This is an optimization exercise on Yosys and OpenROAD, whose aim is small area, a short achievable clock period and few clock cycles, not a production implementation. At most, simulation tests tie the RTL to the original design; equivalence was not proved. Power is estimated from default activity; no workload was simulated.

==> flow/design.v (excerpt) <==
module tp_core (
    input  wire        clk,
    input  wire        rst,
    input  wire        in_valid,
    input  wire [7:0]  in_data,
    input  wire        in_last,
    output reg         in_ready,
    output reg         bit_valid,
    output reg         bit_data,
    output reg         pm_valid,
    output wire [7:0]  pm_pos,
    output wire [31:0] pm_obs,
    output reg  [5:0]  pm_obsn,
    output reg  [4:0]  pm_score,
    output reg         fr_valid,
    output reg  [7:0]  fr_start,
    output wire [7:0]  fr_end,
    output reg         done,
    output reg  [9:0]  marker_count,
    output wire [7:0]  bit_count,
    output reg  [2:0]  frame_count,
    output reg  [7:0]  frame_min_len,
    output reg  [7:0]  frame_max_len,
    output reg  [7:0]  pm_count,
    output reg         diag
);
    localparam [31:0] SYNCW = 32'hC3A55A1E;   
    localparam integer NG   = 86;             
    reg       i_v;
    reg [1:0] i_s;                  
    reg       i_last;
    reg       rst_q;                
    wire accept = in_valid & in_ready;
    reg            pv;              
    reg            nz;              
    reg            ph;              
    reg  [1:0]     ts;
    reg  [3:0]     cs;
    reg  [6:0]     hd;
    reg  [1:0]     hs;
    reg  [4:0]     g [0:NG-1];
    wire       mk   = i_s[0] & i_s[1];
    wire       push = i_v & ~mk & (ts == 2'd2);
    wire       adv  = nz & ~ph;
    wire [4:0] gnew = {1'b0, cs} + (i_s[1] ? 5'd18 : i_s[0] ? 5'd9 : 5'd0);
    wire [3:0] csn  = (ts == 2'd0) ? {2'b00, i_s} :
                      cs + (i_s[1] ? 4'd6 : i_s[0] ? 4'd3 : 4'd0);
    wire [4:0] ge [0:127];
    genvar gi;
    generate
        for (gi = 0; gi < 128; gi = gi + 1) begin : gext
            if (gi == 0)       assign ge[gi] = {1'b0, cs};
  ...
For scale: about 1500 cells after synthesis, about 600 flip-flops, ~130 I/O pins, about 24000 sq um of cells after synthesis.
clock: 10.0 ns
lec_check: 0
cap_margin: 20
core_margin: 2
core_utilization: 40
slew_margin: 20
standard.sh (not shown) runs the stock make flow with config.mk's settings and CLKGATE_MAP_FILE= SYNTH_SCRIPT=/design/flow/synth_recipe.tcl, a recipe that flattens the netlist after the stock synthesis.
==> flow/flow/run.sh <==
#!/bin/bash
# Standard ORFS layout, with timing repair aiming at a larger setup margin.
set -euo pipefail
bash standard.sh SETUP_SLACK_MARGIN=6.8 finish > standard_flow.log 2>&1
The baseline finished clean.
Rerun with:
==> flow/flow/run.sh (replaced) <==
#!/bin/bash
# Standard ORFS layout, with timing repair aiming at a larger setup margin.
set -euo pipefail
bash standard.sh SETUP_SLACK_MARGIN=7.0 finish > standard_flow.log 2>&1
Outcome: The changed run finished clean; design area is higher by a few percent; area after synthesis does not change; maximum frequency barely changes; register-to-register slack is better by 0.16 ns; total power stays flat; final cell count grows slightly; via count rises slightly; wire length climbs by a few percent; die area does not change; sequential share of layout area fell by 1.3 points; worst hold slack hardly moves.
No run of this note included a check of the RTL's function; only the layout flow was run.

========
Another version of the RTL of tp_core (not shown whole).
Size in the first run: ~1600 cells after synthesis, about 130 I/O pins, ~0.024 mm^2 of cells after synthesis.
clock: 10.0 ns
lec_check: 0
cap_margin: 20
core_margin: 2
core_utilization: 40
cts_cluster_diameter: 70
cts_cluster_size: 24
setup_slack_margin: 5
slew_margin: 20
run.sh (not shown) runs the stock make flow with config.mk's settings and CLKGATE_MAP_FILE= SYNTH_SCRIPT=/design/flow/synth_recipe.tcl, a recipe that flattens the netlist after the stock synthesis.
Stock flow here: none of the scripts above is used.
The baseline finished clean.
Testbench counts at the start, summed over its fixed seeds: cycles 49,242.
Next try:
==> flow/flow/run.sh (new file) <==
#!/bin/bash
# Standard ORFS layout, with timing repair aiming at a larger setup margin.
set -euo pipefail
bash standard.sh SETUP_SLACK_MARGIN=7.0 finish > standard_flow.log 2>&1
==> flow/standard.sh (new file) <==
#!/bin/bash
# synth_recipe.tcl (not shown) runs the flow's synth.tcl, then flattens the netlist and writes it again
# the make line also repeats each setting of config.mk as NAME=value (left out here)
make -C /OpenROAD-flow-scripts/flow DESIGN_CONFIG=/design/flow/config.mk WORK_HOME=/design/flow/orfs CLKGATE_MAP_FILE= SYNTH_SCRIPT=/design/flow/synth_recipe.tcl "${@:-finish}"
Settings changed: CTS_CLUSTER_DIAMETER 70 to 60, CTS_CLUSTER_SIZE 24 to 20, SETUP_SLACK_MARGIN 5 to not set.
removed: flow/run.sh
Result: The new run completed with no timing, DRC or antenna violations. Total power increases by 7.1%. Non-clock buffer count goes up by 123. Via count grows by 4.6%. Clock skew rose by 0.018 ns. Setup slack is better by 0.97 ns. Area after synthesis is unchanged. Worst hold slack improves by 0.0050 ns. Routed wire length goes up by 5.4%. Final area climbs by 6.0%. Sequential share of layout area came out lower by 3.1 points. Utilization came out higher by 2.7 points.
Next try:
==> flow/flow/run.sh (replaced) <==
#!/bin/bash
# Standard ORFS layout, with timing repair aiming at a larger setup margin.
set -euo pipefail
bash standard.sh SETUP_SLACK_MARGIN=6.8 finish > standard_flow.log 2>&1
Settings changed: CTS_CLUSTER_DIAMETER 60 to 70, CTS_CLUSTER_SIZE 20 to 24.
Outcome:
- via count is lower by 1.2%
- cell area came out lower by 4.3%
- critical path depth rose by 1
- utilization came out lower by 2.1 points
- power goes down by 6.2%
- wire length fell by 1.6%
- flip-flop and latch count stays the same

========
## run 4
The RTL this note starts from:
==> flow/design.v <==
module tp_core (
    input  wire        clk,
    input  wire        rst,
    input  wire        in_valid,
    input  wire [7:0]  in_data,
    input  wire        in_last,
    output reg         in_ready,
    output reg         bit_valid,
    output reg         bit_data,
    output reg         pm_valid,
    output wire [7:0]  pm_pos,
    output wire [31:0] pm_obs,
    output reg  [5:0]  pm_obsn,
    output reg  [4:0]  pm_score,
    output reg         fr_valid,
    output reg  [7:0]  fr_start,
    output wire [7:0]  fr_end,
    output reg         done,
    output reg  [9:0]  marker_count,
    output reg  [7:0]  bit_count,
    output reg  [2:0]  frame_count,
    output reg  [7:0]  frame_min_len,
    output reg  [7:0]  frame_max_len,
    output reg  [7:0]  pm_count,
    output reg         diag
);
    localparam [31:0] SYNCW = 32'hC3A55A1E;   
    localparam integer NG   = 86;             
    reg       i_v;
    reg [1:0] i_s;                  
    reg       i_last;
    wire accept = in_valid & in_ready;
    reg            pv;              
    reg            nz;              
    reg            ph;              
    reg  [1:0]     ts;
    reg  [3:0]     cs;
    reg  [6:0]     hd;
    reg  [1:0]     hs;
    reg  [4:0]     g [0:NG-1];
    wire       mk   = i_s[0] & i_s[1];
    wire       push = i_v & ~mk & (ts == 2'd2);
    wire       adv  = nz & ~ph;
    wire [4:0] gnew = {1'b0, cs} + (i_s[1] ? 5'd18 : i_s[0] ? 5'd9 : 5'd0);
    wire [3:0] csn  = (ts == 2'd0) ? {2'b00, i_s} :
                      cs + (i_s[1] ? 4'd6 : i_s[0] ? 4'd3 : 4'd0);
    wire [4:0] ge [0:127];
    genvar gi;
    generate
        for (gi = 0; gi < 128; gi = gi + 1) begin : gext
            if (gi == 0)       assign ge[gi] = {1'b0, cs};
            else if (gi <= NG) assign ge[gi] = g[gi-1];
            else               assign ge[gi] = 5'd0;
        end
    endgenerate
    wire [4:0] l1 [0:63];
    wire [4:0] l2 [0:31];
    wire [4:0] l3 [0:15];
    wire [4:0] l4 [0:7];
    wire [4:0] l5 [0:3];
    wire [4:0] l6 [0:1];
    generate
        for (gi = 0; gi < 64; gi = gi + 1) begin : mx1
            assign l1[gi] = hd[0] ? ge[2*gi+1] : ge[2*gi];
        end
        for (gi = 0; gi < 32; gi = gi + 1) begin : mx2
            assign l2[gi] = hd[1] ? l1[2*gi+1] : l1[2*gi];
        end
        for (gi = 0; gi < 16; gi = gi + 1) begin : mx3
            assign l3[gi] = hd[2] ? l2[2*gi+1] : l2[2*gi];
        end
        for (gi = 0; gi < 8; gi = gi + 1) begin : mx4
            assign l4[gi] = hd[3] ? l3[2*gi+1] : l3[2*gi];
        end
        for (gi = 0; gi < 4; gi = gi + 1) begin : mx5
            assign l5[gi] = hd[4] ? l4[2*gi+1] : l4[2*gi];
        end
        for (gi = 0; gi < 2; gi = gi + 1) begin : mx6
            assign l6[gi] = hd[5] ? l5[2*gi+1] : l5[2*gi];
        end
    endgenerate
    wire [4:0] gmid = hd[6] ? l6[1] : l6[0];
    reg       rd_v;
    reg [4:0] rd_g;
    reg [1:0] rd_hs;
    reg       rd_last;
    integer k;
    always @(posedge clk) begin
        if (push) begin
            g[0] <= gnew;
            for (k = 1; k < NG; k = k + 1)
                g[k] <= g[k-1];
        end
    end
    always @(posedge clk) begin
        rd_g  <= gmid;
        rd_hs <= hs;
        if (i_v & ~mk) begin
            cs <= csn;
            ts <= (ts == 2'd2) ? 2'd0 : ts + 2'd1;
            nz <= 1'b1;
            ph <= ~ph;
            if (adv)
                hs <= (hs == 2'd2) ? 2'd0 : hs + 2'd1;
            if (push)
                hd <= hd + 7'd1;
            else if (adv && hs == 2'd2)
                hd <= hd - 7'd1;
        end
        if (rst) begin
            pv <= 1'b0;
            rd_v <= 1'b0;
            rd_last <= 1'b0;
        end else begin
            rd_v    <= i_v & mk & pv & nz;
            rd_last <= i_v & i_last;
            if (i_v & mk)
                pv <= 1'b1;
            if (i_v & i_last)
                pv <= 1'b0;
        end
        if (rst || (i_v & (mk | i_last))) begin
            nz <= 1'b0;
            ph <= 1'b0;
            ts <= 2'd0;
            hd <= 7'd0;
            hs <= 2'd0;
        end
    end
    wire [1:0] dg2 = (rd_g >= 5'd18) ? 2'd2 : (rd_g >= 5'd9) ? 2'd1 : 2'd0;
    wire [3:0] rm2 = rd_g[3:0] - (dg2[1] ? 4'd2 : dg2[0] ? 4'd9 : 4'd0);    
    wire [1:0] dg1 = (rm2 >= 4'd6) ? 2'd2 : (rm2 >= 4'd3) ? 2'd1 : 2'd0;
    wire [1:0] dg0 = rm2[1:0] - (dg1[1] ? 2'd2 : dg1[0] ? 2'd3 : 2'd0);     
    wire [1:0] trit = (rd_hs == 2'd0) ? dg0 : (rd_hs == 2'd1) ? dg1 : dg2;
    reg r_last;
    always @(posedge clk) begin
        bit_data <= trit[1];
        if (rst) begin
            bit_valid <= 1'b0;
            r_last    <= 1'b0;
        end else begin
            bit_valid <= rd_v & (trit != 2'd0);
            r_last    <= rd_last;
        end
    end
    reg  [31:0] win;                
    reg         fl;                 
    reg         cl;                 
    reg         hw;                 
    reg         fopen;
    reg         fup;                
    reg  [7:0]  flen;               
    reg  [7:0]  pos;                
    reg         lpend;              
    reg         m1, m2, m3, m4;     
    assign pm_obs = win;
    assign fr_end = pos;
    assign pm_pos = pos;
    wire        clr    = done;      
    wire        sh_r   = bit_valid;
    wire        shift  = sh_r | fl;
    wire        qv     = ~clr & (hw | (pos == 8'hFF));
    wire        wbusy  = fl | cl | done;
    wire        wlast  = r_last | lpend;
    wire [23:0] dnext = win[29:6] ^ SYNCW[31:8];
    reg  [2:0]  ps [0:3];
    integer pj;
    always @(posedge clk) begin
        if (shift)
            for (pj = 0; pj < 4; pj = pj + 1)
                ps[pj] <= {2'd0, dnext[6*pj]}   + {2'd0, dnext[6*pj+1]} + {2'd0, dnext[6*pj+2]}
                        + {2'd0, dnext[6*pj+3]} + {2'd0, dnext[6*pj+4]} + {2'd0, dnext[6*pj+5]};
    end
    wire [4:0]  ndiff = ({2'd0, ps[0]} + {2'd0, ps[1]}) + ({2'd0, ps[2]} + {2'd0, ps[3]});
    wire        hit   = (ndiff <= 5'd4);
    wire        exact = sh_r & qv & ({win[30:0], bit_data} == SYNCW) & (~fo0 | (flen >= 8'd32));
    wire [2:0]  fc0   = clr ? 3'd0 : frame_count;
    wire        fo0   = clr ? 1'b0 : fopen;
    wire [7:0]  bc0   = clr ? 8'd0 : bit_count;
    wire        femit = (exact | cl) & fo0;       
    wire        nmin  = (fc0 == 3'd0) | (flen < frame_min_len);
    wire        nmax  = (fc0 == 3'd0) | (flen > frame_max_len);
    always @(posedge clk) begin
        if (shift)
            win <= {win[30:0], sh_r & bit_data};
        pm_score <= 5'd24 - ndiff;
        if (fup)
            fr_start <= pos;
        if (rst) begin
            fl            <= 1'b0;
            cl            <= 1'b0;
            done          <= 1'b0;
            pm_valid      <= 1'b0;
            fr_valid      <= 1'b0;
            fup           <= 1'b0;
            lpend         <= 1'b0;
            {m1, m2, m3, m4} <= 4'd0;
            hw            <= 1'b0;
            fopen         <= 1'b0;
            pos           <= 8'd224;
            pm_obsn       <= 6'd32;
            bit_count     <= 8'd0;
            pm_count      <= 8'd0;
            frame_count   <= 3'd0;
            frame_min_len <= 8'd0;
            frame_max_len <= 8'd0;
            marker_count  <= 10'd0;
            diag          <= 1'b0;
        end else begin
            done     <= cl;
            cl       <= fl & (pm_obsn == 6'd25);
            pm_valid <= shift & qv & hit;
            fr_valid <= femit;
            fup      <= exact;
            {m1, m2, m3, m4} <= {i_v & mk, m1, m2, m3};
            marker_count <= (clr ? 10'd0 : marker_count) + {9'd0, m4};
            bit_count    <= bc0 + {7'd0, sh_r};
            pm_count     <= (clr ? 8'd0 : pm_count) + {7'd0, pm_valid};
            if (wlast & ~wbusy)
                fl <= 1'b1;
            else if (fl & (pm_obsn == 6'd25))
                fl <= 1'b0;
            lpend <= wlast & wbusy;
            if (clr)
                pm_obsn <= 6'd32;
            if (shift)
                hw <= qv;
            else if (clr)
                hw <= 1'b0;
            if (shift) begin
                pos <= (clr ? 8'd224 : pos) + 8'd1;
            end else if (cl) begin
                pos <= bit_count;
            end else if (clr) begin
                pos <= 8'd224;
            end
            if (fl)
                pm_obsn <= pm_obsn - 6'd1;
            if (exact)
                flen <= 8'd1;
            else if (sh_r)
                flen <= flen + 8'd1;
            else if (fl && pm_obsn == 6'd32)
                flen <= flen + 8'd31;
            fopen <= exact ? 1'b1 : (cl ? 1'b0 : fo0);
            frame_count <= fc0 + {2'd0, femit};
            if (clr) begin
                frame_min_len <= 8'd0;
                frame_max_len <= 8'd0;
            end
            if (femit) begin
                if (nmin) frame_min_len <= flen;
                if (nmax) frame_max_len <= flen;
            end
            if (cl)
                diag <= (bit_count != 8'd0) && (frame_count == 3'd0) && !fopen;
        end
    end
    always @(posedge clk) begin
        i_s    <= in_data[1:0];
        i_last <= in_last;
        if (rst) begin
            i_v      <= 1'b0;
            in_ready <= 1'b1;
        end else begin
            i_v <= accept;
            if (accept & in_last)
                in_ready <= 1'b0;
            else if (fl & (pm_obsn == 6'd29))
                in_ready <= 1'b1;
        end
    end
endmodule
==> flow/config.mk <==
export PLATFORM = sky130hd
export DESIGN_NAME = tp_core
export DESIGN_NICKNAME = tp_core
export VERILOG_FILES = /design/flow/design.v
export SDC_FILE = /design/flow/constraint.sdc
export NUM_CORES = 4
export LEC_CHECK = 0
export CAP_MARGIN = 20
export CORE_MARGIN = 2
export CORE_UTILIZATION = 55
export CTS_BUF_LIST = sky130_fd_sc_hd__clkbuf_8
export CTS_CLUSTER_SIZE = 40
export SLEW_MARGIN = 20
==> flow/constraint.sdc <==
create_clock -name core_clock -period 10.0 [get_ports {clk}]
set_input_delay 2.0000 -clock core_clock [delete_from_list [all_inputs] [get_ports {clk}]]
set_output_delay 2.0000 -clock core_clock [all_outputs]
set_load 0.01 [all_outputs]
standard.sh (not shown) runs the stock make flow with config.mk's settings and CLKGATE_MAP_FILE= SYNTH_SCRIPT=/design/flow/synth_recipe.tcl, a recipe that flattens the netlist after the stock synthesis.
==> flow/flow/run.sh <==
#!/bin/bash
# Standard ORFS layout, with timing repair aiming at a larger setup margin.
set -euo pipefail
bash standard.sh SETUP_SLACK_MARGIN=7.0 finish > standard_flow.log 2>&1
Testbench counts of run 4, summed over its fixed seeds: cycles 49,242.
What run 3 does differently from run 4 at the input level:
diff --git a/flow/config.mk b/flow/config.mk
--- a/flow/config.mk
+++ b/flow/config.mk
@@ -8,6 +8,4 @@
 export CAP_MARGIN = 20
 export CORE_MARGIN = 2
-export CORE_UTILIZATION = 55
-export CTS_BUF_LIST = sky130_fd_sc_hd__clkbuf_8
-export CTS_CLUSTER_SIZE = 40
+export CORE_UTILIZATION = 40
 export SLEW_MARGIN = 20
### Flow results
Compared with run 4, run 3 shows a higher final HPWL from detailed placement.
Sort run 4 and run 3 by post-route standard cell area excluding fillers, descending, and run 3 comes first.
Re register fraction of the total cell area: run 3 is 0.67 points down on run 4.
Compared with run 4, run 3 shows a lower relative contribution of sequential cells to total power.
Share of power burned in combinational logic (run 3 over run 4): decrease, 0.4 points
Between run 4 and run 3, the cell count went up.

separate check: timing with driven ports:
How much do the figures lean on ideal ports? The routed layouts below were timed once more, with nothing changed but the port constraints. Step 1 sets driving cells, clkbuf_16 on the clock port and buf_2 on the other inputs (assumed; they add their load-dependent delay and slew). Step 2, shift: input delay + t, output delay - t, t = (earliest + latest rising clock arrival at the registers) / 2. This alone moves slack from input paths to output paths. a / b / c = ideal ports / drivers / drivers and shift; a / b = the first two.
run | shift t [ns] | setup slack, ns | worst data-port slew with drivers (ns)
the first run of note 1 | 0.663 | 6.694 / 6.637 / 6.976 | 0.08
the second run of note 1 | 0.664 | 6.692 / 6.635 / 7.053 | 0.08
the first run of note 2 | 0.633 | 5.852 / 5.852 / 5.852 | 0.08
the second run of note 2 | 0.655 | 6.818 / 6.756 / 6.821 | 0.10
the third run of note 2 | 0.631 | 6.828 / 6.768 / 6.852 | 0.08
run 4 | 0.726 | 6.736 / 6.682 / 6.559 | 0.04
run 3 | 0.635 | 6.834 / 6.772 / 6.555 | 0.04
After both steps setup and hold are still met in every run listed. The setup slack of run 3, which loses most, moves by -0.062 ns with the drivers and by -0.279 ns with both steps.
